Context: an optimization exercise on an open-source flow, tuned for small area, a short achievable clock period and few clock cycles per item. The choices shown serve that exercise and are no tape-out recipe.
At most, simulation tests tie the RTL to the original design; equivalence was not proved.
Only the layout flow was run in runs 1, 2 and 4 to 6; the RTL was not checked for function there.

### flow/run.sh
#!/bin/bash
# synth_recipe.tcl (not shown) runs the flow's synth.tcl, then flattens the netlist and writes it again
# the make line also repeats each setting of config.mk as NAME=value (left out here)
make -C /OpenROAD-flow-scripts/flow DESIGN_CONFIG=/design/flow/config.mk WORK_HOME=/design/flow/orfs CLKGATE_MAP_FILE= SYNTH_SCRIPT=/design/flow/synth_recipe.tcl finish
### flow/config.mk
export PLATFORM = sky130hd
export DESIGN_NAME = sm3_stream
export DESIGN_NICKNAME = sm3_stream
export VERILOG_FILES = /design/flow/design.v
export SDC_FILE = /design/flow/constraint.sdc
export NUM_CORES = 4
export LEC_CHECK = 0
export CAP_MARGIN = 20
export CORE_MARGIN = 2
export CORE_UTILIZATION = 40
export PLACE_DENSITY = 0.6
export SLEW_MARGIN = 20
### flow/constraint.sdc
create_clock -name core_clock -period 20.0 [get_ports {clk}]
set_input_delay 4.0000 -clock core_clock [delete_from_list [all_inputs] [get_ports {clk}]]
set_output_delay 4.0000 -clock core_clock [all_outputs]
set_load 0.01 [all_outputs]
### flow/design.v
module sm3_compress (
    input  wire         clk,
    input  wire         rst,         
    input  wire         wvalid_i,    
    input  wire [31:0]  wdata_i,
    input  wire         wfinal_i,    
    output wire         wtake_o,     
    output reg          done_o,      
    output wire [255:0] digest_o     
);
    localparam [255:0] IV = {32'h7380166F, 32'h4914B2B9, 32'h172442D7, 32'hDA8A0600,
                             32'hA96F30BC, 32'h163138AA, 32'hE38DEE4D, 32'hB0FB0E4E};
    localparam [31:0]  T0 = 32'h79CC4519;
    localparam [31:0]  T1 = 32'h7A879D8A;
    localparam [1:0] S_PRE   = 2'd0;     
    localparam [1:0] S_ROUND = 2'd1;
    localparam [1:0] S_FIN   = 2'd2;     
    function [31:0] rotl;
        input [31:0] x;
        input [4:0]  n;
        begin
            rotl = (x << n) | (x >> (6'd32 - {1'b0, n}));
        end
    endfunction
    function [31:0] p0;
        input [31:0] x;
        begin
            p0 = x ^ {x[22:0], x[31:23]} ^ {x[14:0], x[31:15]};
        end
    endfunction
    function [31:0] p1;
        input [31:0] x;
        begin
            p1 = x ^ {x[16:0], x[31:17]} ^ {x[8:0], x[31:9]};
        end
    endfunction
    reg [1:0]   state_q;
    reg [5:0]   round_q;
    reg [2:0]   npre_q;                  
    reg         first_q;                 
    reg         cur_first_q;             
    reg         cur_final_q;             
    reg [255:0] v_q;                     
    reg [31:0]  a_q, b_q, c_q, d_q, e_q, f_q, g_q, h_q;
    reg [31:0]  dw_q, hw_q;
    reg [511:0] w_q;                     
    wire in_round = (state_q == S_ROUND);
    wire in_pre   = (state_q == S_PRE);
    wire in_fin   = (state_q == S_FIN);
    wire need_in  = in_round & (round_q < 6'd10);
    wire opt_in   = (in_round & (round_q >= 6'd62)) | in_fin | in_pre;
    wire take     = wvalid_i & (need_in | opt_in);
    wire gen      = in_round & (round_q >= 6'd10) & (round_q < 6'd62);
    wire shift    = take | gen;
    wire go       = in_round & (~need_in | wvalid_i);
    wire setup    = in_pre & (npre_q == 3'd5) & wvalid_i;
    assign wtake_o = take;
    wire [31:0] w0  = w_q[511:480];
    wire [31:0] w3  = w_q[415:384];
    wire [31:0] w7  = w_q[287:256];
    wire [31:0] w10 = w_q[191:160];
    wire [31:0] w11 = w_q[159:128];
    wire [31:0] w13 = w_q[95:64];
    wire [31:0] w15 = w_q[31:0];
    wire [31:0] w_gen = p1(w0 ^ w7 ^ {w13[16:0], w13[31:17]})
                        ^ {w3[24:0], w3[31:25]} ^ w10;
    wire [31:0] w_in  = gen ? w_gen : wdata_i;
    wire        early = (round_q < 6'd16);
    wire [31:0] k_j   = rotl(early ? T0 : T1, round_q[4:0]);
    wire [31:0] a_r12 = {a_q[19:0], a_q[31:20]};
    wire [31:0] ss_t  = a_r12 + e_q + k_j;
    wire [31:0] ss1   = {ss_t[24:0], ss_t[31:25]};
    wire [31:0] ss2   = ss1 ^ a_r12;
    wire [31:0] ff    = early ? (a_q ^ b_q ^ c_q)
                              : ((a_q & b_q) | (a_q & c_q) | (b_q & c_q));
    wire [31:0] gg    = early ? (e_q ^ f_q ^ g_q)
                              : ((e_q & f_q) | (~e_q & g_q));
    wire [31:0] tt1   = ff + ss2 + dw_q;
    wire [31:0] tt2   = gg + ss1 + hw_q;
    wire [31:0] dw_n  = (setup ? d_q : c_q) + (w11 ^ w15);
    wire [31:0] hw_n  = (setup ? h_q : g_q) + w11;
    wire [255:0] v_new = (cur_first_q ? IV : v_q) ^ {a_q, b_q, c_q, d_q, e_q, f_q, g_q, h_q};
    assign digest_o = v_q;
    always @(posedge clk) begin
        if (shift)
            w_q <= {w_q[479:0], w_in};
        if (go | setup) begin
            dw_q <= dw_n;
            hw_q <= hw_n;
        end
        if (go) begin
            a_q <= tt1;
            b_q <= a_q;
            c_q <= {b_q[22:0], b_q[31:23]};
            d_q <= c_q;
            e_q <= p0(tt2);
            f_q <= e_q;
            g_q <= {f_q[12:0], f_q[31:13]};
            h_q <= g_q;
        end else if (in_fin) begin
            {a_q, b_q, c_q, d_q, e_q, f_q, g_q, h_q} <= v_new;
        end else if (in_pre & first_q) begin
            {a_q, b_q, c_q, d_q, e_q, f_q, g_q, h_q} <= IV;
        end
        if (in_fin)
            v_q <= v_new;
        if (rst) begin
            state_q     <= S_PRE;
            npre_q      <= 3'd0;
            first_q     <= 1'b1;
            cur_first_q <= 1'b1;
            cur_final_q <= 1'b0;
            done_o      <= 1'b0;
            round_q     <= 6'd0;
        end else begin
            done_o <= in_fin & cur_final_q;
            case (state_q)
                S_PRE: begin
                    if (setup) begin
                        npre_q      <= 3'd0;
                        round_q     <= 6'd0;
                        cur_first_q <= first_q;
                        cur_final_q <= 1'b0;
                        first_q     <= 1'b0;
                        state_q     <= S_ROUND;
                    end else if (take) begin
                        npre_q <= npre_q + 3'd1;
                    end
                end
                S_ROUND: begin
                    if (take & wfinal_i & need_in)
                        cur_final_q <= 1'b1;
                    if (take & ~need_in)
                        npre_q <= npre_q + 3'd1;
                    if (go) begin
                        round_q <= round_q + 6'd1;
                        if (round_q == 6'd63)
                            state_q <= S_FIN;
                    end
                end
                S_FIN: begin
                    if (take)
                        npre_q <= npre_q + 3'd1;
                    first_q <= cur_final_q;
                    state_q <= S_PRE;
                end
                default: state_q <= S_PRE;
            endcase
        end
    end
endmodule
module sm3_stream (
    input  wire         clk,
    input  wire         rst,          
    input  wire         in_valid,
    output wire         in_ready,
    input  wire [31:0]  in_data,      
    input  wire         in_last,
    input  wire [2:0]   in_nbytes,    
    output wire         out_valid,
    output wire [255:0] digest_o
);
    reg         ib_valid_q;
    reg [31:0]  ib_data_q;
    reg         ib_last_q;
    reg [2:0]   ib_nb_q;
    reg         pad_q;        
    reg         need80_q;     
    reg         lenblk_q;     
    reg [3:0]   slot_q;       
    reg [58:0]  words_q;      
    reg [1:0]   resid_q;      
    wire        core_take;
    wire [63:0] len_bits = {words_q, resid_q, 3'b000};
    wire        nb4 = ib_nb_q[2];     
    reg  [31:0] last_word;
    always @(*) begin
        case (ib_nb_q[1:0])
            2'd0: last_word = 32'h80000000;
            2'd1: last_word = {ib_data_q[31:24], 24'h800000};
            2'd2: last_word = {ib_data_q[31:16], 16'h8000};
            default: last_word = {ib_data_q[31:8], 8'h80};
        endcase
        if (nb4)
            last_word = ib_data_q;
    end
    wire [31:0] pad_word = need80_q ? 32'h80000000 :
                           (lenblk_q & (slot_q == 4'd14)) ? len_bits[63:32] :
                           (lenblk_q & (slot_q == 4'd15)) ? len_bits[31:0] : 32'd0;
    wire        f_valid = pad_q | ib_valid_q;
    wire [31:0] f_data  = pad_q ? pad_word : (ib_last_q ? last_word : ib_data_q);
    wire        f_final = pad_q & lenblk_q & (slot_q == 4'd15);
    wire        ib_take = core_take & ~pad_q;
    assign in_ready = ~ib_valid_q | ib_take;
    sm3_compress u_cf (
        .clk      (clk),
        .rst      (rst),
        .wvalid_i (f_valid),
        .wdata_i  (f_data),
        .wfinal_i (f_final),
        .wtake_o  (core_take),
        .done_o   (out_valid),
        .digest_o (digest_o)
    );
    always @(posedge clk) begin
        if (in_valid & in_ready) begin
            ib_data_q <= in_data;
            ib_last_q <= in_last;
            ib_nb_q   <= in_nbytes;
        end
        if (rst) begin
            ib_valid_q <= 1'b0;
            pad_q      <= 1'b0;
            need80_q   <= 1'b0;
            lenblk_q   <= 1'b0;
            slot_q     <= 4'd0;
            words_q    <= 59'd0;
            resid_q    <= 2'd0;
        end else begin
            if (in_valid & in_ready)
                ib_valid_q <= 1'b1;
            else if (ib_take)
                ib_valid_q <= 1'b0;
            if (core_take) begin
                slot_q <= slot_q + 4'd1;
                if (!pad_q) begin
                    if (!ib_last_q | nb4)
                        words_q <= words_q + 59'd1;
                    if (ib_last_q) begin
                        pad_q    <= 1'b1;
                        need80_q <= nb4;
                        if (!nb4)
                            resid_q <= ib_nb_q[1:0];
                    end
                end else begin
                    need80_q <= 1'b0;
                    if (f_final) begin
                        pad_q   <= 1'b0;
                        words_q <= 59'd0;
                        resid_q <= 2'd0;
                    end
                end
                if (slot_q == 4'd15)
                    lenblk_q <= pad_q ? ~lenblk_q : (ib_last_q & ~nb4);
                else if (pad_q ? need80_q : (ib_last_q & ~nb4))
                    lenblk_q <= (slot_q < 4'd14);
            end
        end
    end
endmodule
==> results of run 1 <==
-- per-stage QoR --
step,std cells,setup WS (ns)
2_1_floorplan,5381,1.36
3_3_place_gp,7584,9.50
3_5_place_dp,7584,9.37
4_1_cts,7827,9.31
5_1_grt,7827,8.47
6_report,7830,9.19
-- flip-flops by register name (all words and copies together) (netlist names), 2 cells and up --
name and flops:
words_q 59, u_cf.v_q 256, u_cf.hw_q 32, u_cf.round_q 6
u_cf.a_q 32, u_cf.npre_q 3, u_cf.f_q 32, u_cf.g_q 32
resid_q 2, u_cf.state_q 2, ib_nb_q 3, u_cf.w_q 512
u_cf.e_q 32, ib_data_q 32, u_cf.d_q 32, u_cf.c_q 32
u_cf.h_q 32, slot_q 4, u_cf.b_q 32, u_cf.dw_q 32
-- cell type report --
class | instances | area share
flip-flops and latches | 1208 | 0.484
multi-input cells | 3754 | 0.362
clock buffers | 160 | 0.0480
repair buffers | 359 | 0.0474
well taps | 2072 | 0.0354
clock inverters | 83 | 0.0132
inverters | 191 | 0.00982
diodes | 3 | 0.000102
-- metal layers --
metal,vias to the layer above,track usage,share of wire
met5,-,0,0
li1,19800,-,-
met4,0,0.0693,0.026
met1,21800,0.362,0.45
met3,220,0.0338,0.059
met2,1573,0.402,0.47
-- worst max-delay path: cells and delay by family (launching register included) --
kind	cells	cell delay (ns)
flops	1	0.31
compound gates	19	4.50
xor+xnor	5	1.76
fa+ha+maj	6	2.51
simple gates	4	0.85
buf+inv	1	0.56
-- placed cells by master, fill, tap and decap left out, drive strengths merged, types with 160 or more instances in the layout --
cell type	n
nor2	420
o21ai	345
xnor2	588
edfxtp	1124
a21oi	281
clkbuf	160
ha	168
xor2	198
nand2	463
clkdlybuf4s50	296
inv	194
nand2b	209
-- cells by family after synthesis --
| kind of cell | after synthesis |
|---|---|
| simple gates | 1467 |
| flops | 1208 |
| compound gates | 1114 |
| xor+xnor | 787 |
| buf+inv | 419 |
| fa+ha+maj | 300 |
| mux | 86 |
-- how the worst min path moves through the flow --
stage | from | end | slack [ns]
after global routing | u_cf.w_q[461] | u_cf.w_q[493] | 0.39
after CTS | u_cf.w_q[253] | u_cf.w_q[285] | 0.38
after global placement | u_cf.w_q[112] | u_cf.w_q[144] | 0.40
after detailed placement | u_cf.w_q[114] | u_cf.w_q[146] | 0.40
after floorplan | u_cf.w_q[96] | u_cf.w_q[128] | 0.40
final | u_cf.w_q[253] | u_cf.w_q[285] | 0.39
==> flow_summary.json, run 1 <==
{
  "grt_pass1_wl_um": 296000,
  "clockRootBuffer": "clkbuf_16",
  "core_um2": 158000,
  "cts_resized": 0,
  "post_cts_buffers": 0,
  "drive_above_1_share": 0.0626,
  "drtIter0Drc": 4530,
  "synthFlopType": "edfxtp_1",
  "rows": 146,
  "critPathKind": "reg2reg",
  "postCtsHoldBufs": 0,
  "worstMarginPinSlew_ns": 1.18,
  "synth_common_cells": "1124 x edfxtp_1, 588 x xnor2_1, 463 x nand2_1, 418 x nor2_1, 341 x o21ai_0",
  "dpl.hpwl_um": 156000,
  "synth.distinct_cells": 83,
  "cts_buffers": 135,
  "crit_top_cell": "xnor2_1",
  "synth_top_family_by_area": "compound AO/OA/AOI/OAI gates",
  "timing.rr.end": "u_cf.a_q[30]",
  "final.setup.tns_ns": 0,
  "grt_max_degree": 159,
  "seq_area_frac_synth": 0.558,
  "start_util": 0.402,
  "hold_viol": 0,
  "globalRouteTotalUtil": 0.253,
  "drt_wl_total_um": 209000,
  "die-area_um2": 162000,
  "async_flop_share": 0,
  "rrSetupSlack_ns": 9.19,
  "port_buffers": 296,
  "synthesis.nets": 5718,
  "slew_headroom": 0.207,
  "r2r-start": "u_cf.round_q[1]",
  "seqCellArea_um2": 35400,
  "crit_start": "u_cf.round_q[1]",
  "cp_data_arrival_time_ns": 11.32,
  "setup_viol": 0,
  "r2r_cells": 35,
  "synth.mux.area_fraction": 0.0151,
  "syn_area_per_cell_um2": 11.8,
  "grt_pass1_vias": 41300,
  "slowest_delay_ns": 0.86,
  "synthesis.area_um2": 63500,
  "fin_crit_ns": 10.81,
  "synth_seq_cells": 1208,
  "utilization": 0.464,
  "synth_top_area_frac": 0.532,
  "hp-class": "reg2reg",
  "worstSkewPairLatency_ns": 0.81,
  "io_pins": 297,
  "dr.pass1.iters": 6,
  "route.vias.total": 43400,
  "synthXorXnorAreaFrac": 0.109,
  "start_kind": "flop",
  "max-cap-violations": 0,
  "place_area_um2": 68700,
  "skew_ns": 0.0612,
  "hold_depth": 0,
  "synth_simple_gate_area_share": 0.107,
  "rsz0062_at_grt": "false",
  "slew_viol_final": 0,
  "yosys-top-cells-area": "edfxtp_1 53%, xnor2_1 8.1%, fa_1 4.1%",
  "final_nets": 5986,
  "fill_cells": 14300,
  "worstSetupEndpointType": "flop",
  "h-tree-depth": 4,
  "antenna_found_initial": 10,
  "drc_errors": 0,
  "cp_max_fo": 22,
  "multi_input_area_um2": 26500,
  "cp.required_ns": 20.52,
  "synth_top_cell_by_area": "edfxtp_1",
  "yosys.area_share.adder": 0.0745,
  "hold_slack_ns": 0.386,
  "die_y_um": 402,
  "cts.sinks": 1208,
  "clock.fmax_ghz": 0.0925,
  "wl_per_cell_um": 26.7,
  "cts_buffer_depth": 3,
  "area.growth.synth_to_final_pct": 15.4,
  "gp_congestion": 0.974,
  "syn_inst": 5381,
  "clk_pin_slew_ns": 0.06,
  "die_w_um": 402,
  "antenna_left": 0,
  "synth_compound_area_frac": 0.111,
  "yosysMostFrequentCell": "edfxtp_1",
  "post-route-cell-area_um2": 73200,
  "ys_warn_count": 2,
  "critPathSlowestCell": "xor2_2",
  "via_per_inst": 5.55,
  "synth_edf_count": 1124,
  "cts_tree": "done",
  "gr-total-overflow": 0,
  "status": "finished clean",
  "crit_end": "u_cf.a_q[30]",
  "period_share": 0.540
}
==> run 2: changes to the inputs <==
--- a/flow/design.v
+++ b/flow/design.v
@@ -43,6 +43,8 @@
     reg [255:0] v_q;                     
     reg [31:0]  a_q, b_q, c_q, d_q, e_q, f_q, g_q, h_q;
     reg [31:0]  dw_q, hw_q;
+    reg [31:0]  k_q;                     
+    reg         early_q;                 
     reg [511:0] w_q;                     
     wire in_round = (state_q == S_ROUND);
     wire in_pre   = (state_q == S_PRE);
@@ -65,8 +67,8 @@
     wire [31:0] w_gen = p1(w0 ^ w7 ^ {w13[16:0], w13[31:17]})
                         ^ {w3[24:0], w3[31:25]} ^ w10;
     wire [31:0] w_in  = gen ? w_gen : wdata_i;
-    wire        early = (round_q < 6'd16);
-    wire [31:0] k_j   = rotl(early ? T0 : T1, round_q[4:0]);
+    wire        early = early_q;
+    wire [31:0] k_j   = k_q;
     wire [31:0] a_r12 = {a_q[19:0], a_q[31:20]};
     wire [31:0] ss_t  = a_r12 + e_q + k_j;
     wire [31:0] ss1   = {ss_t[24:0], ss_t[31:25]};
@@ -87,6 +89,14 @@
         if (go | setup) begin
             dw_q <= dw_n;
             hw_q <= hw_n;
+        end
+        if (setup) begin
+            k_q     <= T0;
+            early_q <= 1'b1;
+        end else if (go) begin
+            k_q     <= (round_q == 6'd15) ? rotl(T1, 5'd16) : {k_q[30:0], k_q[31]};
+            if (round_q == 6'd15)
+                early_q <= 1'b0;
         end
         if (go) begin
             a_q <= tt1;
==> flow/flow/run.sh (new file) <==
#!/bin/bash
# Standard ORFS layout; the timing repair passes aim for extra setup slack
# (the clock and constraints are the design's).
set -euo pipefail
bash standard.sh synth > synth_make.log 2>&1
bash standard.sh finish SETUP_SLACK_MARGIN=14 > layout_make.log 2>&1
==> flow/standard.sh (new file) <==
#!/bin/bash
# synth_recipe.tcl (not shown) runs the flow's synth.tcl, then flattens the netlist and writes it again
# the make line also repeats each setting of config.mk as NAME=value (left out here)
make -C /OpenROAD-flow-scripts/flow DESIGN_CONFIG=/design/flow/config.mk WORK_HOME=/design/flow/orfs CLKGATE_MAP_FILE= SYNTH_SCRIPT=/design/flow/synth_recipe.tcl "${@:-finish}"
removed: flow/run.sh
==> run 2 against run 1 <==
Still clean on timing, DRC and antenna; final cell count shrank 2.0%; die area shrank 1.7%; clock skew fell by 0.031 ns; global-route usage is 0.91 points lower; worst setup slack gained 4.0 ns; synthesized area decreased by 1.7%; synthesized cell count is 4.8% lower; clock-buffer cell count grew 26; core utilization up 1.9 points.
==> flow_summary.json, run 2 <==
{
  "rows": 144,
  "r2r_cells": 27,
  "worstMarginPinSlew_ns": 1.44,
  "gp_congestion": 0.940,
  "top_register": "u_cf.w_q",
  "largest_registers": "u_cf.w_q: 512 flops, u_cf.v_q: 256 flops, words_q: 59 flops",
  "ys_warn_count": 2,
  "syn_area_per_cell_um2": 12.2,
  "dr.pass1.iters": 6,
  "start_util": 0.404,
  "core_um2": 154000,
  "synthFlopType": "edfxtp_1",
  "wl_per_cell_um": 25.7,
  "hp-class": "reg2reg",
  "globalRouteTotalUtil": 0.243,
  "async_flop_share": 0,
  "synth_simple_gate_area_share": 0.111,
  "drive_above_1_share": 0.107,
  "fin_crit_ns": 6.78,
  "worstSkewPairLatency_ns": 0.77,
  "drc_errors": 0,
  "max-cap-violations": 0,
  "start_kind": "flop",
  "antenna_left": 0,
  "antenna_found_initial": 2,
  "critPathKind": "reg2reg",
  "synth_seq_cells": 1241,
  "setup_viol": 0,
  "synth_compound_area_frac": 0.0917,
  "syn_inst": 5121,
  "synthesis.nets": 5452,
  "yosysMostFrequentCell": "edfxtp_1",
  "cp_data_arrival_time_ns": 7.26,
  "die_y_um": 399,
  "port_buffers": 296,
  "die_w_um": 399,
  "grt_pass1_wl_um": 280000,
  "synth_top_area_frac": 0.541,
  "drt_wl_total_um": 197000,
  "hold_slack_ns": 0.402,
  "r2r-start": "u_cf.a_q[21]",
  "synthXorXnorAreaFrac": 0.113,
  "min_from": "u_cf.w_q[254]",
  "status": "finished clean",
  "area.growth.synth_to_final_pct": 19.4,
  "yosys.area_share.adder": 0.0744,
  "largest_register_ffs": 512,
  "synth_common_cells": "1124 x edfxtp_1, 567 x xnor2_1, 554 x nand2_1, 364 x nor2_1, 257 x o21ai_0",
  "cp_max_fo": 6,
  "synthesis.area_um2": 62400,
  "synth.mux.area_fraction": 0.0116,
  "cp.required_ns": 20.48,
  "hold_depth": 0,
  "min_to": "u_cf.w_q[286]",
  "yosys-top-cells-area": "edfxtp_1 54%, xnor2_1 8.0%, fa_1 4.2%",
  "clock.fmax_ghz": 0.147,
  "hold_viol": 0,
  "via_per_inst": 5.42,
  "final.setup.tns_ns": 0,
  "synth_top_cell_by_area": "edfxtp_1",
  "clockRootBuffer": "clkbuf_16",
  "grt_max_degree": 166,
  "worstSetupEndpointType": "flop",
  "final_cell_mix": "1124 x edfxtp_1, 547 x nand2_1, 526 x xnor2_1",
  "drtIter0Drc": 4461,
  "cts_buffers": 140,
  "period_share": 0.339,
  "final_common_cell": "edfxtp_1",
  "final_nets": 5847,
  "io_pins": 297,
  "synth_top_family_by_area": "XOR/XNOR gates",
  "timing.rr.end": "u_cf.a_q[30]",
  "rsz0062_at_grt": "true",
  "cts_tree": "done",
  "gr-total-overflow": 0,
  "rrSetupSlack_ns": 13.22,
  "cts_buffer_depth": 3,
  "clk_pin_slew_ns": 0.06,
  "synth_edf_count": 1124,
  "slew_headroom": 0.0398,
  "postCtsHoldBufs": 0,
  "die-area_um2": 159000,
  "cts.sinks": 1241,
  "grt_pass1_vias": 39400,
  "slew_viol_final": 0,
  "seq_area_frac_synth": 0.579,
  "dpl.hpwl_um": 143000,
  "synth.distinct_cells": 78,
  "route.vias.total": 41600,
  "skew_ns": 0.0302,
  "h-tree-depth": 4
}
-- run 2: critical path: stages, from the launching register on --
cell        delay, ns
edfxtp_1         0.39
clkinvlp_4       0.16
fa_1             0.54
inv_2            0.05
ha_4             0.15
fa_2             0.34
a21o_1           0.20
a21oi_2          0.18
o21ai_2          0.09
and3_4           0.17
nor2_4           0.11
nor4b_4          0.29
nor4b_4          0.09
o41a_1           0.47
mux2i_1          0.20
nand4_1          0.27
fa_2             0.64
inv_2            0.04
ha_4             0.16
a2111oi_4        0.31
o21ai_2          0.14
a31o_4           0.28
a2111oi_4        0.36
a21oi_2          0.14
a211o_1          0.29
a31oi_2          0.16
xor2_1           0.17
a21oi_1          0.09
-- run 2: how the worst max path moves through the flow --
stage / slack (ns) / startpoint / end / depth (start not counted)
2_1_floorplan: 12.96 / u_cf.state_q[0] / in_ready / 6
3_3_place_gp: 12.43 / u_cf.a_q[22] / u_cf.e_q[8] / 24
3_5_place_dp: 12.42 / u_cf.a_q[26] / u_cf.e_q[8] / 23
4_1_cts: 13.19 / u_cf.a_q[21] / u_cf.a_q[30] / 27
5_1_grt: 12.98 / u_cf.a_q[21] / u_cf.a_q[30] / 27
6_report: 13.22 / u_cf.a_q[21] / u_cf.a_q[30] / 27
-- run 2: cell type report --
class,instances,area [um2]
Timing Repair Buffer,448,4310
Clock buffer,186,3790
Sequential cell,1241,36100
Clock inverter,66,679
Fill cell,13700,79900
Multi-Input combinational cell,3571,26600
Inverter,114,437
Tap cell,2044,2560
Antenna cell,3,7.51
-- run 2: what timing repair did --
| action | CTS | global route |
|---|---|---|
| gates resized for setup | 161 | 78 |
| endpoints found under the setup margin | 66 | 65 |
| buffers inserted | 74 | 30 |
| gates cloned | 0 | 1 |
| pin swaps | 92 | 59 |
-- run 2: cells by family after synthesis --
| kind of cell | count (synthesis) |
|---|---|
| multiplexers | 68 |
| XOR/XNOR | 801 |
| AND/OR/NAND/NOR | 1506 |
| flip-flops | 1241 |
| adder cells (fa/ha/maj) | 293 |
| buffers and inverters | 310 |
| AO/OA/AOI/OAI | 902 |
-- run 2: through the flow --
| stage | instance area, um2 | cells | utilization | setup slack [ns] |
|---|---|---|---|---|
| after floorplan | 62700 | 5121 | - | 12.96 |
| after global placement | 67900 | 7313 | 0.440 | 12.43 |
| after detailed placement | 67900 | 7313 | 0.440 | 12.42 |
| after CTS | 73800 | 7639 | 0.478 | 13.19 |
| after global routing | 74500 | 7670 | 0.482 | 12.98 |
| final | 74500 | 7673 | 0.482 | 13.22 |
-- run 2: layer usage --
metal  routed length, um  global-route usage  part of all wire
met1               88700               0.352              0.45
met2               92700               0.391              0.47
met3               11700              0.0320             0.059
met4                4290              0.0533             0.022
met5                   0                   0                 0
==> run 3: changes to the inputs <==
--- a/flow/design.v
+++ b/flow/design.v
@@ -32,6 +32,30 @@
         input [31:0] x;
         begin
             p1 = x ^ {x[16:0], x[31:17]} ^ {x[8:0], x[31:9]};
+        end
+    endfunction
+    function [31:0] add32;
+        input [31:0] x;
+        input [31:0] y;
+        reg   [31:0] g, p, gn, pn;
+        integer      i, d;
+        begin
+            g = x & y;
+            p = x ^ y;
+            for (d = 1; d < 32; d = d * 2) begin
+                for (i = 0; i < 32; i = i + 1) begin
+                    if (i >= d) begin
+                        gn[i] = g[i] | (p[i] & g[i - d]);
+                        pn[i] = p[i] & p[i - d];
+                    end else begin
+                        gn[i] = g[i];
+                        pn[i] = p[i];
+                    end
+                end
+                g = gn;
+                p = pn;
+            end
+            add32 = (x ^ y) ^ {g[30:0], 1'b0};
         end
     endfunction
     reg [1:0]   state_q;
@@ -77,8 +101,10 @@
                               : ((a_q & b_q) | (a_q & c_q) | (b_q & c_q));
     wire [31:0] gg    = early ? (e_q ^ f_q ^ g_q)
                               : ((e_q & f_q) | (~e_q & g_q));
-    wire [31:0] tt1   = ff + ss2 + dw_q;
-    wire [31:0] tt2   = gg + ss1 + hw_q;
+    wire [31:0] ffdw  = ff + dw_q;
+    wire [31:0] gghw  = gg + hw_q;
+    wire [31:0] tt1   = add32(ffdw, ss2);
+    wire [31:0] tt2   = add32(gghw, ss1);
     wire [31:0] dw_n  = (setup ? d_q : c_q) + (w11 ^ w15);
     wire [31:0] hw_n  = (setup ? h_q : g_q) + w11;
     wire [255:0] v_new = (cur_first_q ? IV : v_q) ^ {a_q, b_q, c_q, d_q, e_q, f_q, g_q, h_q};
==> run 3 against run 2 <==
Clock-buffer cell count fell by 8; still clean; first-iteration DRC count rose by 3.3%; largest cell class unchanged; sequential share of layout area fell by 0.71 points; register-to-register slack improved by 0.32 ns; sequential cell count did not move; maximum frequency rose by 5.0%; critical path type unchanged; critical endpoint is now u_cf.a_q[31].
==> flow_summary.json, run 3 <==
{
  "status": "finished clean",
  "synthesis.nets": 5648,
  "wl_per_cell_um": 25.9,
  "worstMarginPinSlew_ns": 1.14,
  "antenna_left": 0,
  "hold_depth": 0,
  "async_flop_share": 0,
  "slew_viol_final": 0,
  "slowest_delay_ns": 0.48,
  "yosysMostFrequentCell": "edfxtp_1",
  "cts_buffer_depth": 3,
  "cp.required_ns": 20.54,
  "synth_common_cells": "1124 x edfxtp_1, 603 x xnor2_1, 514 x nand2_1, 362 x nor2_1, 271 x o21ai_0",
  "hp-class": "reg2reg",
  "start_kind": "flop",
  "rows": 146,
  "period_share": 0.323,
  "globalRouteTotalUtil": 0.247,
  "synth_edf_count": 1124,
  "fill_cells": 14300,
  "synth_top_area_frac": 0.533,
  "multi_input_area_um2": 27500,
  "seq_area_frac_synth": 0.570,
  "clockRootBuffer": "clkbuf_16",
  "rsz0062_at_grt": "true",
  "place_area_um2": 68800,
  "die-area_um2": 162000,
  "synth_seq_cells": 1241,
  "synth_compound_area_frac": 0.0991,
  "dpl.hpwl_um": 147000,
  "drc_errors": 0,
  "synth.distinct_cells": 85,
  "cts.sinks": 1241,
  "timing.rr.end": "u_cf.a_q[31]",
  "cts_buffers": 140,
  "gr-total-overflow": 0,
  "grt_pass1_vias": 41200,
  "max-cap-violations": 0,
  "antenna_found_initial": 5,
  "crit_top_cell": "a21oi_2",
  "grt_max_degree": 186,
  "yosys-top-cells-area": "edfxtp_1 53%, xnor2_1 8.3%, ha_1 4.5%",
  "synthXorXnorAreaFrac": 0.119,
  "synth_top_cell_by_area": "edfxtp_1",
  "worstSkewPairLatency_ns": 0.80,
  "final_cell_mix": "1124 x edfxtp_1, 571 x xnor2_1, 508 x nand2_1",
  "final_common_cell": "edfxtp_1",
  "via_per_inst": 5.50,
  "r2r_cells": 24,
  "hold_slack_ns": 0.400,
  "cts_tree": "done",
  "worstSetupEndpointType": "flop",
  "rrSetupSlack_ns": 13.54,
  "top_register": "u_cf.w_q",
  "syn_area_per_cell_um2": 11.9,
  "ys_warn_count": 2,
  "synthFlopType": "edfxtp_1",
  "skew_ns": 0.0323,
  "final.setup.tns_ns": 0,
  "final_nets": 6073,
  "synth_simple_gate_area_share": 0.116,
  "grt_pass1_wl_um": 291000,
  "gp_congestion": 0.939,
  "seqCellArea_um2": 36100,
  "h-tree-depth": 4,
  "die_y_um": 402,
  "drive_above_1_share": 0.105,
  "min_to": "u_cf.w_q[505]",
  "slew_headroom": 0.240,
  "io_pins": 297,
  "antenna_cells": 0,
  "port_buffers": 296,
  "post-route-cell-area_um2": 75600,
  "cp_data_arrival_time_ns": 7.00,
  "die_w_um": 402,
  "hold_viol": 0,
  "drtIter0Drc": 4607,
  "min_from": "u_cf.w_q[473]",
  "core_um2": 158000,
  "largest_registers": "u_cf.w_q: 512 flops, u_cf.v_q: 256 flops, words_q: 59 flops",
  "dr.pass1.iters": 6,
  "synthesis.area_um2": 63400,
  "r2r-start": "u_cf.e_q[9]",
  "start_util": 0.401,
  "synth.mux.area_fraction": 0.0110,
  "drt_wl_total_um": 205000,
  "syn_inst": 5313,
  "setup_viol": 0,
  "postCtsHoldBufs": 0,
  "clk_pin_slew_ns": 0.06,
  "yosys.area_share.adder": 0.0669,
  "fin_crit_ns": 6.46,
  "area.growth.synth_to_final_pct": 19.3,
  "largest_register_ffs": 512,
  "route.vias.total": 43600,
  "path_cells": "fa_1 -> ha_1 -> a211oi_1 -> o21ai_0 -> o211ai_1 -> a21oi_2 -> o41ai_4 -> a21oi_2 -> o21ai_2 -> nor2b_4 -> xnor2_4 -> xnor2_2 -> ha_1 -> a211oi_2 -> o21bai_4 -> o41ai_4 -> a21oi_2 -> a31o_1 -> a41o_1 -> a221o_1 -> a211o_1 -> and3_1 -> or3_1 -> a31o_1",
  "clock.fmax_ghz": 0.155,
  "cp_max_fo": 5,
  "critPathSlowestCell": "fa_1",
  "synth_top_family_by_area": "XOR/XNOR gates",
  "critPathKind": "reg2reg"
}
## run 3: stage by stage
stage                     worst slack (ns)   util  std cells
after floorplan                      13.21      -       5313
after global placement               12.82  0.436       7539
after detailed placement             12.74  0.436       7539
after CTS                            13.64  0.474       7890
after global routing                 13.34  0.479       7921
final                                13.54  0.479       7921
## run 3: worst max-delay path, delay by kind of cell, from the launching register on
family	cells	cell delay, ns
AOI/OAI and AO/OA	16	3.54
xor gates and xnor gates	2	0.34
adders and majority gates	3	1.14
DFF	1	0.45
and+or+nand+nor	3	0.70
## run 3: cell type report
cell class / count / area share
Sequential cell: 1241 / 0.478
Multi-Input combinational cell: 3773 / 0.363
Timing Repair Buffer: 473 / 0.0595
Clock buffer: 178 / 0.0488
Tap cell: 2072 / 0.0343
Clock inverter: 75 / 0.0107
Inverter: 109 / 0.00553
## run 3: repair_timing
item,CTS,global route
pin swaps,87,75
resized for setup,160,98
setup buffers,98,30
setup endpoints to repair,56,50
gates cloned,0,0
## run 3: how the worst max path moves through the flow
stage	from	endpoint	depth (start not counted)
2_1_floorplan	u_cf.state_q[0]	in_ready	6
3_3_place_gp	u_cf.e_q[1]	u_cf.a_q[26]	26
3_5_place_dp	u_cf.e_q[1]	u_cf.a_q[26]	26
4_1_cts	u_cf.e_q[1]	u_cf.a_q[31]	28
5_1_grt	u_cf.a_q[22]	u_cf.a_q[31]	25
6_report	u_cf.e_q[9]	u_cf.a_q[31]	24
## run 3: cell families (layout without fill, tap and decap cells)
kind of cell,Yosys count,count (layout)
multiplexers,66,66
AO/OA/AOI/OAI,974,974
AND/OR/NAND/NOR,1578,1578
adder cells (fa/ha/maj),297,297
buffers and inverters,299,835
XOR/XNOR,858,858
flip-flops,1241,1241
## run 3: metal layers
layer	track usage	wire (um)
met2	0.375	91300
met1	0.364	93200
met5	0	22
met4	0.0762	6560
met3	0.0377	13800
Testbench counts of run 3, summed over its fixed seeds: cycles 58,316, bytes 42,033.
==> run 4: changes to the inputs <==
--- a/flow/design.v
+++ b/flow/design.v
@@ -5,6 +5,7 @@
     input  wire [31:0]  wdata_i,
     input  wire         wfinal_i,    
     output wire         wtake_o,     
+    output wire         wopen_o,     
     output reg          done_o,      
     output wire [255:0] digest_o     
 );
@@ -81,6 +82,7 @@
     wire go       = in_round & (~need_in | wvalid_i);
     wire setup    = in_pre & (npre_q == 3'd5) & wvalid_i;
     assign wtake_o = take;
+    assign wopen_o = rst | ~in_round | ~go | (round_q < 6'd9) | (round_q >= 6'd61);
     wire [31:0] w0  = w_q[511:480];
     wire [31:0] w3  = w_q[415:384];
     wire [31:0] w7  = w_q[287:256];
@@ -189,7 +191,7 @@
     input  wire         clk,
     input  wire         rst,          
     input  wire         in_valid,
-    output wire         in_ready,
+    output reg          in_ready,
     input  wire [31:0]  in_data,      
     input  wire         in_last,
     input  wire [2:0]   in_nbytes,    
@@ -207,6 +209,7 @@
     reg [58:0]  words_q;      
     reg [1:0]   resid_q;      
     wire        core_take;
+    wire        core_open;
     wire [63:0] len_bits = {words_q, resid_q, 3'b000};
     wire        nb4 = ib_nb_q[2];     
     reg  [31:0] last_word;
@@ -227,7 +230,8 @@
     wire [31:0] f_data  = pad_q ? pad_word : (ib_last_q ? last_word : ib_data_q);
     wire        f_final = pad_q & lenblk_q & (slot_q == 4'd15);
     wire        ib_take = core_take & ~pad_q;
-    assign in_ready = ~ib_valid_q | ib_take;
+    wire        ib_valid_n = (in_valid & in_ready) | (ib_valid_q & ~ib_take);
+    wire        pad_n      = core_take ? (pad_q ? ~f_final : ib_last_q) : pad_q;
     sm3_compress u_cf (
         .clk      (clk),
         .rst      (rst),
@@ -235,6 +239,7 @@
         .wdata_i  (f_data),
         .wfinal_i (f_final),
         .wtake_o  (core_take),
+        .wopen_o  (core_open),
         .done_o   (out_valid),
         .digest_o (digest_o)
     );
@@ -244,6 +249,7 @@
             ib_last_q <= in_last;
             ib_nb_q   <= in_nbytes;
         end
+        in_ready <= rst | ~ib_valid_n | (~pad_n & core_open);
         if (rst) begin
             ib_valid_q <= 1'b0;
             pad_q      <= 1'b0;
==> flow/flow/run.sh (replaced) <==
#!/bin/bash
# Layout flow: the standard ORFS flow, with two changes.
#  1. Synthesis is ORFS's synthesis script (as synth_recipe.tcl runs it) except
#     that ABC maps the logic with the delay-oriented script flow/abc_delay.script.
#     Registers are mapped before ABC, so they are the standard synthesis's.
#  2. The timing repair passes aim for extra setup slack (SETUP_SLACK_MARGIN).
# The clock, constraints and every other step are the standard flow's.
set -euo pipefail
W=$(pwd)
SCR=${FLOW_HOME:-/OpenROAD-flow-scripts/flow}/scripts
sed "s#log_cmd abc {\*}\$abc_args#log_cmd abc {*}[lreplace \$abc_args 1 1 $W/flow/abc_delay.script]#" \
    "$SCR/synth.tcl" > "$W/synth_delay.tcl"
grep -q "abc_delay.script" "$W/synth_delay.tcl"
sed "s#\$::env(SCRIPTS_DIR)/synth.tcl#$W/synth_delay.tcl#" "$W/synth_recipe.tcl" > "$W/synth_recipe_delay.tcl"
grep -q "synth_delay.tcl" "$W/synth_recipe_delay.tcl"
bash standard.sh synth SYNTH_SCRIPT="$W/synth_recipe_delay.tcl" > synth_make.log 2>&1
bash standard.sh finish SETUP_SLACK_MARGIN=14 > layout_make.log 2>&1
==> flow/flow/abc_delay.script (new file) <==
strash
dch -f
map -D 1500
buffer -c
topo
stime -c
upsize -c
dnsize -c
==> run 4 against run 3 <==
Cell area decreased by 1.8%; non-clock buffer count decreased by 62; clock-buffer cell count decreased by 12; via count increased by 3.6%; sequential share of layout area increased by 0.89 points; final cell count increased by 4.9%; critical endpoint is now digest_o[201].
==> flow_summary.json, run 4 <==
{
  "h-tree-depth": 4,
  "top_register": "u_cf.w_q",
  "synth_common_cells": "1124 x edfxtp_1, 742 x nand2_1, 605 x inv_1, 573 x xor2_1, 485 x a21oi_1",
  "cts_tree": "done",
  "period_share": 0.298,
  "synth.distinct_cells": 69,
  "rsz0062_at_grt": "false",
  "min_from": "u_cf.w_q[381]",
  "start_util": 0.404,
  "dr.pass1.iters": 6,
  "final_nets": 6486,
  "syn_inst": 5752,
  "hold_viol": 0,
  "postCtsHoldBufs": 0,
  "grt_pass1_vias": 43100,
  "dpl.cell_count": 8005,
  "core_um2": 156000,
  "slowest_delay_ns": 0.62,
  "final_cell_mix": "1124 x edfxtp_1, 733 x nand2_1, 599 x inv_1",
  "critPathSlowestCell": "clkdlybuf4s50_1",
  "cp_top_family": "buffers and inverters",
  "worstSetupEndpointType": "output pin",
  "clk_pin_slew_ns": 0.06,
  "synth_seq_cells": 1242,
  "use_met3": 0.0425,
  "largest_register_ffs": 512,
  "skew_ns": 0.0551,
  "cp_data_arrival_time_ns": 1.97,
  "largest_registers": "u_cf.w_q: 512 flops, u_cf.v_q: 256 flops, words_q: 59 flops",
  "final_common_cell": "edfxtp_1",
  "path_cells": "clkdlybuf4s50_1",
  "max-cap-violations": 0,
  "gp_congestion": 0.965,
  "synth_top_area_frac": 0.535,
  "antenna_left": 0,
  "r2r-start": "u_cf.a_q[21]",
  "slew_viol_final": 0,
  "grt_busiest_layer": "met2",
  "ys_warn_count": 2,
  "drive_above_1_share": 0.0723,
  "drtIter0Drc": 4764,
  "fin_crit_ns": 5.97,
  "setup_viol": 0,
  "hp-class": "reg2reg",
  "gr-total-overflow": 0,
  "drt_wl_total_um": 210000,
  "fin_cells": 8308,
  "via_per_inst": 5.43,
  "die_w_um": 401,
  "die-area_um2": 161000,
  "met1_usage": 0.368,
  "dpl.hpwl_um": 157000,
  "port_buffers": 296,
  "rows": 145,
  "area.growth.synth_to_final_pct": 17.6,
  "antenna_found_initial": 9,
  "worstSkewPairLatency_ns": 0.82,
  "drc_errors": 0,
  "synth_top_cell_by_area": "edfxtp_1",
  "cp_max_fo": 2,
  "synth_edf_count": 1124,
  "slew_headroom": 0.236,
  "grt_pass1_wl_um": 299000,
  "hold_depth": 0,
  "yosysMostFrequentCell": "edfxtp_1",
  "worstMarginPinSlew_ns": 1.14,
  "start_kind": "flop",
  "route.vias.total": 45100,
  "clockRootBuffer": "clkbuf_16",
  "grt_max_degree": 119,
  "seq_area_frac_synth": 0.572,
  "cts.sinks": 1242,
  "cts_buffers": 138,
  "yosys-top-cells-area": "edfxtp_1 53%, xor2_1 8.0%, ha_1 4.5%",
  "status": "finished clean",
  "r2r_cells": 27,
  "met2_usage": 0.391,
  "cts_buffer_depth": 3,
  "die_y_um": 401,
  "rrSetupSlack_ns": 14.20,
  "place_area_um2": 68500,
  "critPathKind": "reg2out",
  "crit_start": "u_cf.v_q[201]",
  "timing.rr.end": "u_cf.e_q[9]",
  "final.setup.tns_ns": 0,
  "async_flop_share": 0,
  "min_to": "u_cf.w_q[413]",
  "wl_per_cell_um": 25.3,
  "synthesis.area_um2": 63100,
  "clock.fmax_ghz": 0.168,
  "cp.required_ns": 16.00,
  "critPathBufInv": 1,
  "globalRouteTotalUtil": 0.254,
  "io_pins": 297,
  "synthFlopType": "edfxtp_1",
  "syn_area_per_cell_um2": 11.0,
  "synthesis.nets": 6089,
  "post-route-cell-area_um2": 74200
}
==> run 4: changes by cell type in the layout (fill, tap and decap cells not counted), sizes merged, moves of 112 or more <==
cell	change
o21ai	+172
inv	+491
nand2	+230
xnor2	-401
xor2	+321
a21oi	+252
nand2b	-241
o31a	-112
==> run 4: timing repair <==
action	CTS	global route
setup endpoints to repair	52	159
pin swaps	15	26
resized for setup	54	75
endpoints found under the hold margin	0	0
setup buffers	18	43
gates cloned	0	0
==> run 4: metal layers <==
layer	wire [um]	share of wire	vias up
li1	-	-	20700
met1	94600	0.45	22300
met5	32	0.00015	-
met2	93500	0.45	1854
met3	15800	0.075	265
met4	6140	0.029	4
==> run 4: worst register-to-register path, delay by kind of cell (launching register included) <==
family	cells	cell delay [ns]
compound gates	10	1.75
buf+inv	3	0.18
flops	1	0.42
xor+xnor	3	0.79
simple gates	6	0.60
fa+ha+maj	5	1.78
==> run 4: through the flow <==
stage	util	worst slack [ns]	hold WS, ns
after floorplan	-	14.41	0.400
after global placement	0.438	13.31	0.400
after detailed placement	0.438	13.23	0.405
after CTS	0.470	14.00	0.395
after global routing	0.474	13.93	0.407
final	0.475	14.03	0.399
==> run 4: worst max-delay path by stage <==
| stage | to | slack [ns] | cells after the start |
|---|---|---|---|
| 2_1_floorplan | u_cf.w_q[0] | 14.41 | 7 |
| 3_3_place_gp | u_cf.a_q[28] | 13.31 | 29 |
| 3_5_place_dp | u_cf.a_q[28] | 13.23 | 29 |
| 4_1_cts | u_cf.a_q[31] | 14.00 | 28 |
| 5_1_grt | u_cf.a_q[29] | 13.93 | 25 |
| 6_report | digest_o[201] | 14.03 | 1 |
==> run 4: cell families after synthesis <==
logic type	synth area share
compound gates	0.113
buf+inv	0.0455
fa+ha+maj	0.0674
flops	0.572
xor+xnor	0.108
simple gates	0.0937
==> run 4: layout make-up <==
type	count	area [um2]
Clock buffer	166	3580
Timing Repair Buffer	411	3920
Sequential cell	1242	36100
Tap cell	2058	2570
Inverter	610	2300
Antenna cell	2	5.00
Fill cell	14400	82200
Multi-Input combinational cell	3746	24800
Clock inverter	73	952
==> run 5: changes to the inputs <==
==> flow/flow/abc_delay.script (replaced) <==
strash
dch -f
map -D 1000
buffer -c
topo
stime -c
upsize -c
dnsize -c
==> run 5 against run 4 <==
Critical path type unchanged; clock skew decreased by 0.021 ns; non-clock buffer count up 26; global-route usage is 4.0 points higher; final cell count increased by 9.2%; die area is 4.6% higher; routed wire length increased by 21%; core utilization shrank 0.49 points; critical endpoint is now digest_o[31]; cell area is 4.0% higher; synthesized area rose by 4.7%; hold slack better by 0.0034 ns; largest cell class unchanged.
==> flow_summary.json, run 5 <==
{
  "cts_tree": "done",
  "port_buffers": 296,
  "synthesis.nets": 6708,
  "slew_viol_final": 0,
  "synth_top_area_frac": 0.511,
  "die_y_um": 410,
  "grt_max_degree": 140,
  "gr-total-overflow": 0,
  "hp-class": "reg2reg",
  "seq_area_frac_synth": 0.547,
  "io_pins": 297,
  "period_share": 0.298,
  "min_from": "u_cf.w_q[321]",
  "cp_top_family": "buffers and inverters",
  "hold_viol": 0,
  "utilization": 0.470,
  "route.vias.total": 51300,
  "hold_slack_ns": 0.402,
  "dr.pass1.iters": 6,
  "drc_errors": 0,
  "clk_pin_slew_ns": 0.06,
  "cts_buffer_depth": 3,
  "clockRootBuffer": "clkbuf_16",
  "fin_cells": 9074,
  "synthFlopType": "edfxtp_1",
  "die-area_um2": 168000,
  "place_area_um2": 71500,
  "ys_warn_count": 2,
  "grt_pass1_vias": 48400,
  "globalRouteTotalUtil": 0.294,
  "rows": 149,
  "final_cell_mix": "1124 x edfxtp_1, 999 x nand2_1, 570 x inv_1",
  "syn_inst": 6371,
  "cts.sinks": 1242,
  "worstSkewPairLatency_ns": 0.81,
  "worstSetupEndpointType": "output pin",
  "max-cap-violations": 0,
  "start_kind": "flop",
  "rrSetupSlack_ns": 14.17,
  "setup_viol": 0,
  "cp_data_arrival_time_ns": 1.96,
  "cp_max_fo": 2,
  "die_w_um": 410,
  "status": "finished clean",
  "final.setup.tns_ns": 0,
  "dpl.hpwl_um": 194000,
  "worstMarginPinSlew_ns": 1.06,
  "min_to": "u_cf.w_q[353]",
  "critPathKind": "reg2out",
  "drtIter0Drc": 5876,
  "postCtsHoldBufs": 0,
  "slowest_delay_ns": 0.62,
  "final_common_cell": "edfxtp_1",
  "synth_common_cells": "1124 x edfxtp_1, 1004 x nand2_1, 573 x inv_1, 537 x a21oi_1, 491 x nor2_1",
  "synth.distinct_cells": 76,
  "largest_register_ffs": 512,
  "rsz0062_at_grt": "true",
  "drive_above_1_share": 0.0696,
  "core_um2": 164000,
  "final_nets": 7106,
  "synth_seq_cells": 1242,
  "hold_depth": 0,
  "synth_top_cell_by_area": "edfxtp_1",
  "via_per_inst": 5.66,
  "async_flop_share": 0,
  "syn_area_per_cell_um2": 10.4,
  "critPathBufInv": 1,
  "slew_headroom": 0.290,
  "worst_slack_ns": 14.04,
  "path_cells": "clkdlybuf4s50_1",
  "clock.fmax_ghz": 0.168,
  "wl_per_cell_um": 28.0,
  "cp.required_ns": 16.00,
  "critPathSlowestCell": "clkdlybuf4s50_1",
  "gp_congestion": 1.02,
  "yosys-top-cells-area": "edfxtp_1 51%, xor2_1 6.5%, nand2_1 5.7%",
  "synthesis.area_um2": 66100,
  "area.growth.synth_to_final_pct": 16.9,
  "grt_pass1_wl_um": 355000,
  "post-route-cell-area_um2": 77200,
  "dpl.cell_count": 8734,
  "top_register": "u_cf.w_q",
  "fin_crit_ns": 5.96,
  "dp_slack_ns": 13.29,
  "synth_edf_count": 1124,
  "r2r-start": "u_cf.a_q[23]",
  "antenna_left": 0,
  "skew_ns": 0.0340,
  "h-tree-depth": 4,
  "antenna_found_initial": 8,
  "cts_buffers": 140,
  "timing.rr.end": "u_cf.e_q[5]",
  "r2r_cells": 18,
  "yosysMostFrequentCell": "edfxtp_1",
  "largest_registers": "u_cf.w_q: 512 flops, u_cf.v_q: 256 flops, words_q: 59 flops",
  "start_util": 0.402,
  "drt_wl_total_um": 254000
}
==> run 5: final cells by class <==
class                      instances  area, um2
antenna                            3       7.51
clock buffer                     181       3740
clock inverter                    74        752
fill                           15400      87200
inverter                         579       2180
multi-input combinational       4369      27500
sequential                      1242      36100
tap                             2189       2740
timing repair buffer             437       4190
==> run 5: per-layer routing <==
metal,part of all wire,GRT usage,vias to the layer above,routed length (um)
met5,0.000051,0,-,13
met4,0.035,0.0941,2,8770
met3,0.063,0.0347,332,16000
met2,0.45,0.455,2166,114000
met1,0.45,0.430,25600,115000
li1,-,-,23200,-
==> run 5: cells by family after synthesis <==
family                     synth area share
xor gates and xnor gates             0.0946
adders and majority gates            0.0644
AOI/OAI and AO/OA                     0.119
buffers and inverters                0.0445
and+or+nand+nor                       0.131
DFF                                   0.547
==> run 5: worst max path at each step <==
stage	startpoint	to	slack [ns]	cells after the start
global route	u_cf.e_q[15]	u_cf.e_q[5]	13.94	21
finish	u_cf.v_q[31]	digest_o[31]	14.04	1
global placement	u_cf.early_q	u_cf.e_q[17]	13.26	23
CTS	u_cf.e_q[1]	u_cf.e_q[5]	13.97	23
floorplan	u_cf.state_q[0]	u_cf.w_q[0]	14.36	6
detailed placement	u_cf.early_q	u_cf.e_q[5]	13.29	22
==> run 5: repair_timing <==
action,in CTS,in global routing
setup endpoints to repair,50,193
gates resized for setup,38,68
pin swaps,4,10
setup buffers,16,64
cloned,0,2
==> run 6: changes to the inputs <==
--- a/flow/design.v
+++ b/flow/design.v
@@ -67,58 +67,50 @@
     reg         cur_final_q;             
     reg [255:0] v_q;                     
     reg [31:0]  a_q, b_q, c_q, d_q, e_q, f_q, g_q, h_q;
-    reg [31:0]  dw_q, hw_q;
     reg [31:0]  k_q;                     
     reg         early_q;                 
     reg [511:0] w_q;                     
     wire in_round = (state_q == S_ROUND);
     wire in_pre   = (state_q == S_PRE);
     wire in_fin   = (state_q == S_FIN);
-    wire need_in  = in_round & (round_q < 6'd10);
-    wire opt_in   = (in_round & (round_q >= 6'd62)) | in_fin | in_pre;
+    wire need_in  = in_round & (round_q < 6'd11);
+    wire opt_in   = (in_round & (round_q == 6'd63)) | in_fin | in_pre;
     wire take     = wvalid_i & (need_in | opt_in);
-    wire gen      = in_round & (round_q >= 6'd10) & (round_q < 6'd62);
+    wire gen      = in_round & (round_q >= 6'd11) & (round_q < 6'd63);
     wire shift    = take | gen;
     wire go       = in_round & (~need_in | wvalid_i);
-    wire setup    = in_pre & (npre_q == 3'd5) & wvalid_i;
+    wire start    = in_pre & (npre_q == 3'd4) & wvalid_i;
     assign wtake_o = take;
-    assign wopen_o = rst | ~in_round | ~go | (round_q < 6'd9) | (round_q >= 6'd61);
+    assign wopen_o = rst | ~in_round | ~go | (round_q < 6'd10) | (round_q >= 6'd62);
     wire [31:0] w0  = w_q[511:480];
     wire [31:0] w3  = w_q[415:384];
     wire [31:0] w7  = w_q[287:256];
     wire [31:0] w10 = w_q[191:160];
-    wire [31:0] w11 = w_q[159:128];
+    wire [31:0] w11 = w_q[159:128];      
     wire [31:0] w13 = w_q[95:64];
-    wire [31:0] w15 = w_q[31:0];
+    wire [31:0] w15 = w_q[31:0];         
     wire [31:0] w_gen = p1(w0 ^ w7 ^ {w13[16:0], w13[31:17]})
                         ^ {w3[24:0], w3[31:25]} ^ w10;
     wire [31:0] w_in  = gen ? w_gen : wdata_i;
     wire        early = early_q;
-    wire [31:0] k_j   = k_q;
     wire [31:0] a_r12 = {a_q[19:0], a_q[31:20]};
-    wire [31:0] ss_t  = a_r12 + e_q + k_j;
+    wire [31:0] ss_t  = a_r12 + e_q + k_q;
     wire [31:0] ss1   = {ss_t[24:0], ss_t[31:25]};
     wire [31:0] ss2   = ss1 ^ a_r12;
     wire [31:0] ff    = early ? (a_q ^ b_q ^ c_q)
                               : ((a_q & b_q) | (a_q & c_q) | (b_q & c_q));
     wire [31:0] gg    = early ? (e_q ^ f_q ^ g_q)
                               : ((e_q & f_q) | (~e_q & g_q));
-    wire [31:0] ffdw  = ff + dw_q;
-    wire [31:0] gghw  = gg + hw_q;
+    wire [31:0] ffdw  = ff + d_q + (w11 ^ w15);      
+    wire [31:0] gghw  = gg + h_q + w11;              
     wire [31:0] tt1   = add32(ffdw, ss2);
     wire [31:0] tt2   = add32(gghw, ss1);
-    wire [31:0] dw_n  = (setup ? d_q : c_q) + (w11 ^ w15);
-    wire [31:0] hw_n  = (setup ? h_q : g_q) + w11;
     wire [255:0] v_new = (cur_first_q ? IV : v_q) ^ {a_q, b_q, c_q, d_q, e_q, f_q, g_q, h_q};
     assign digest_o = v_q;
     always @(posedge clk) begin
         if (shift)
             w_q <= {w_q[479:0], w_in};
-        if (go | setup) begin
-            dw_q <= dw_n;
-            hw_q <= hw_n;
-        end
-        if (setup) begin
+        if (start) begin
             k_q     <= T0;
             early_q <= 1'b1;
         end else if (go) begin
@@ -154,7 +146,7 @@
             done_o <= in_fin & cur_final_q;
             case (state_q)
                 S_PRE: begin
-                    if (setup) begin
+                    if (start) begin
                         npre_q      <= 3'd0;
                         round_q     <= 6'd0;
                         cur_first_q <= first_q;
@@ -208,6 +200,7 @@
     reg [3:0]   slot_q;       
     reg [58:0]  words_q;      
     reg [1:0]   resid_q;      
+    reg         clr_q;        
     wire        core_take;
     wire        core_open;
     wire [63:0] len_bits = {words_q, resid_q, 3'b000};
@@ -256,8 +249,7 @@
             need80_q   <= 1'b0;
             lenblk_q   <= 1'b0;
             slot_q     <= 4'd0;
-            words_q    <= 59'd0;
-            resid_q    <= 2'd0;
+            clr_q      <= 1'b1;
         end else begin
             if (in_valid & in_ready)
                 ib_valid_q <= 1'b1;
@@ -266,20 +258,18 @@
             if (core_take) begin
                 slot_q <= slot_q + 4'd1;
                 if (!pad_q) begin
-                    if (!ib_last_q | nb4)
-                        words_q <= words_q + 59'd1;
+                    words_q <= (clr_q ? 59'd0 : words_q) + {58'd0, ~ib_last_q | nb4};
+                    clr_q   <= 1'b0;
                     if (ib_last_q) begin
                         pad_q    <= 1'b1;
                         need80_q <= nb4;
-                        if (!nb4)
-                            resid_q <= ib_nb_q[1:0];
+                        resid_q  <= nb4 ? 2'd0 : ib_nb_q[1:0];
                     end
                 end else begin
                     need80_q <= 1'b0;
                     if (f_final) begin
-                        pad_q   <= 1'b0;
-                        words_q <= 59'd0;
-                        resid_q <= 2'd0;
+                        pad_q <= 1'b0;
+                        clr_q <= 1'b1;
                     end
                 end
                 if (slot_q == 4'd15)
--- a/flow/flow/run.sh
+++ b/flow/flow/run.sh
@@ -1,9 +1,10 @@
 #!/bin/bash
-# Layout flow: the standard ORFS flow, with two changes.
+# Layout flow: the standard ORFS flow, with three changes.
 #  1. Synthesis is ORFS's synthesis script (as synth_recipe.tcl runs it) except
 #     that ABC maps the logic with the delay-oriented script flow/abc_delay.script.
 #     Registers are mapped before ABC, so they are the standard synthesis's.
 #  2. The timing repair passes aim for extra setup slack (SETUP_SLACK_MARGIN).
+#  3. The port buffers are buf_2 cells instead of the default (a delay cell).
 # The clock, constraints and every other step are the standard flow's.
 set -euo pipefail
 W=$(pwd)
@@ -14,4 +15,5 @@
 sed "s#\$::env(SCRIPTS_DIR)/synth.tcl#$W/synth_delay.tcl#" "$W/synth_recipe.tcl" > "$W/synth_recipe_delay.tcl"
 grep -q "synth_delay.tcl" "$W/synth_recipe_delay.tcl"
 bash standard.sh synth SYNTH_SCRIPT="$W/synth_recipe_delay.tcl" > synth_make.log 2>&1
-bash standard.sh finish SETUP_SLACK_MARGIN=14 > layout_make.log 2>&1
+bash standard.sh finish SETUP_SLACK_MARGIN=14 \
+    "BUFFER_PORTS_ARGS=-buffer_cell sky130_fd_sc_hd__buf_2" > layout_make.log 2>&1
==> flow/flow/abc_delay.script (replaced) <==
strash
dch -f
map -D 1500
buffer -c
topo
stime -c
upsize -c
dnsize -c
==> run 6 against run 5 <==
Highest routed layer is now met4; clock-buffer cell count is 14 lower; routed wire length is 19% lower; first-iteration DRC count decreased by 27%; die area decreased by 8.1%; final cell count is 13% lower; largest cell class unchanged; sequential cell count is 63 lower.
==> flow_summary.json, run 6 <==
{
  "status": "finished clean",
  "utilization": 0.472,
  "clk_pin_slew_ns": 0.06,
  "final.setup.tns_ns": 0,
  "grt_pass1_vias": 40100,
  "port_buffers": 296,
  "hold_viol": 0,
  "die-area_um2": 155000,
  "cts_tree": "done",
  "synth_seq_cells": 1179,
  "cts.sinks": 1179,
  "rsz0062_at_grt": "true",
  "synthesis.nets": 5656,
  "synth_top_area_frac": 0.555,
  "worstSkewPairLatency_ns": 0.79,
  "period_share": 0.302,
  "ys_warn_count": 2,
  "start_util": 0.404,
  "wl_per_cell_um": 26.2,
  "io_pins": 297,
  "dp_slack_ns": 12.78,
  "dpl.hpwl_um": 154000,
  "gp_congestion": 0.985,
  "worstSetupEndpointType": "flop",
  "h-tree-depth": 4,
  "drt_wl_total_um": 206000,
  "dpl.cell_count": 7540,
  "route.vias.total": 41900,
  "final_nets": 6086,
  "final_common_cell": "edfxtp_1",
  "die_w_um": 393,
  "critPathKind": "reg2reg",
  "crit_top_cell": "nand2_2",
  "cp_data_arrival_time_ns": 6.58,
  "skew_ns": 0.0528,
  "syn_area_per_cell_um2": 11.4,
  "synthFlopType": "edfxtp_1",
  "worst_slack_ns": 13.95,
  "hp-class": "reg2reg",
  "drc_errors": 0,
  "final_cell_mix": "1121 x edfxtp_1, 692 x nand2_1, 623 x inv_1",
  "antenna_left": 0,
  "cts_buffers": 131,
  "yosys-top-cells-area": "edfxtp_1 55%, xor2_1 8.4%, nand2_1 4.4%",
  "synth.distinct_cells": 88,
  "hold_slack_ns": 0.403,
  "core_um2": 150000,
  "cts_buffer_depth": 3,
  "fin_cells": 7870,
  "clock.fmax_ghz": 0.165,
  "dr.pass1.iters": 6,
  "post-route-cell-area_um2": 70900,
  "slew_headroom": 0.278,
  "seq_area_frac_synth": 0.574,
  "clockRootBuffer": "clkbuf_16",
  "setup_viol": 0,
  "drive_above_1_share": 0.153,
  "grt_pass1_wl_um": 290000,
  "async_flop_share": 0,
  "top_register": "u_cf.w_q",
  "fin_crit_ns": 6.05,
  "antenna_found_initial": 5,
  "start_kind": "flop",
  "syn_inst": 5325,
  "rows": 142,
  "largest_register_ffs": 512,
  "synth_edf_count": 1121,
  "largest_registers": "u_cf.w_q: 512 flops, u_cf.v_q: 256 flops, words_q: 59 flops",
  "synth_top_cell_by_area": "edfxtp_1",
  "cp.required_ns": 20.53,
  "synth_common_cells": "1121 x edfxtp_1, 711 x nand2_1, 631 x inv_1, 584 x xor2_1, 421 x nor2_1",
  "die_y_um": 393,
  "slew_viol_final": 0,
  "grt_max_degree": 205,
  "worstMarginPinSlew_ns": 1.08,
  "via_per_inst": 5.32,
  "drtIter0Drc": 4310,
  "synthesis.area_um2": 60700,
  "area.growth.synth_to_final_pct": 16.8,
  "critPathSlowestCell": "fa_1",
  "yosysMostFrequentCell": "edfxtp_1",
  "globalRouteTotalUtil": 0.260,
  "max-cap-violations": 0,
  "gr-total-overflow": 0,
  "place_area_um2": 64500,
  "cp_max_fo": 5,
  "slowest_delay_ns": 0.54
}
==> run 6: metal layers <==
layer  track usage  wire (um)
met1         0.375      91300
met2         0.392      91700
met3        0.0438      14900
met4        0.0984       8330
met5             0          0
==> run 6: what timing repair did <==
item	in CTS	in global routing
pin swaps	11	77
hold buffers	0	0
setup buffers	31	64
gates cloned	1	1
setup endpoints to repair	137	45
gates resized for setup	59	185
==> run 6: final timing paths <==
kind,startpoint,end,slack (ns),depth (start not counted)
worst max-delay path,u_cf.e_q[1],u_cf.e_q[1],13.95,31
worst min-delay path,u_cf.w_q[201],u_cf.w_q[233],0.40,0
worst max register to register,u_cf.e_q[1],u_cf.e_q[1],13.95,31
worst min register to register,u_cf.w_q[201],u_cf.w_q[233],0.40,0
==> run 6: layout make-up <==
type / instances / area [um2]
flip-flops and latches: 1179 / 34800
clock inverters: 64 / 717
well taps: 2016 / 2520
multi-input cells: 3366 / 24000
inverters: 640 / 2420
diodes: 1 / 2.50
fillers: 13700 / 79300
repair buffers: 437 / 2770
clock buffers: 167 / 3570
==> run 6: logic make-up after synthesis <==
family / synth area share
adders and majority gates: 0.0763
muxes: 0.00116
AOI/OAI and AO/OA: 0.0891
buffers and inverters: 0.0498
and+or+nand+nor: 0.0977
xor gates and xnor gates: 0.112
DFF: 0.574
==> run 6: critical path, delay by kind of cell (launching register included) <==
family / cells / cell delay, ns
compound gates: 11 / 2.25
fa+ha+maj: 5 / 1.81
buf+inv: 4 / 0.33
xor+xnor: 1 / 0.11
flops: 1 / 0.40
simple gates: 10 / 0.87

re-timing with driven ports:
Ports are ideal in the flow. The routed layouts listed here were re-timed in OpenROAD.
Step 1 (the two cells are an assumption about what drives the block):
set clk [get_ports {clk}]
set_driving_cell -lib_cell sky130_fd_sc_hd__clkbuf_16 $clk
set_driving_cell -lib_cell sky130_fd_sc_hd__buf_2 [delete_from_list [all_inputs] $clk]
Step 2 also shifts input and output timing later by t, the mid clock arrival at the registers, as if the neighbouring blocks saw the same clock.
a / b / c = ideal ports / drivers / drivers and shift; a / b = the first two.
| run | t (ns) | setup slack, ns | worst hold slack (ns) | worst setup path after step 2 |
|---|---|---|---|---|
| run 1 | 0.862 | 9.192 / 9.192 / 9.192 | 0.386 / 0.386 / 0.386 | register to register |
| run 2 | 0.829 | 13.219 / 13.219 / 13.219 | 0.402 / 0.402 / 0.402 | register to register |
| run 3 | 0.858 | 13.541 / 13.541 / 13.541 | 0.400 / 0.400 / 0.400 | register to register |
| run 4 | 0.883 | 14.031 / 13.940 / 13.393 | 0.399 / 0.399 / 0.399 | input to register |
| run 5 | 0.878 | 14.044 / 13.957 / 14.016 | 0.402 / 0.402 / 0.402 | input to register |
| run 6 | 0.841 | 13.954 / 13.954 / 13.954 | 0.403 / 0.403 / 0.403 | register to register |
After both steps every run listed still meets setup and hold. The setup slack of run 4, which loses most, moves by -0.091 ns with the drivers and by -0.638 ns with both steps.
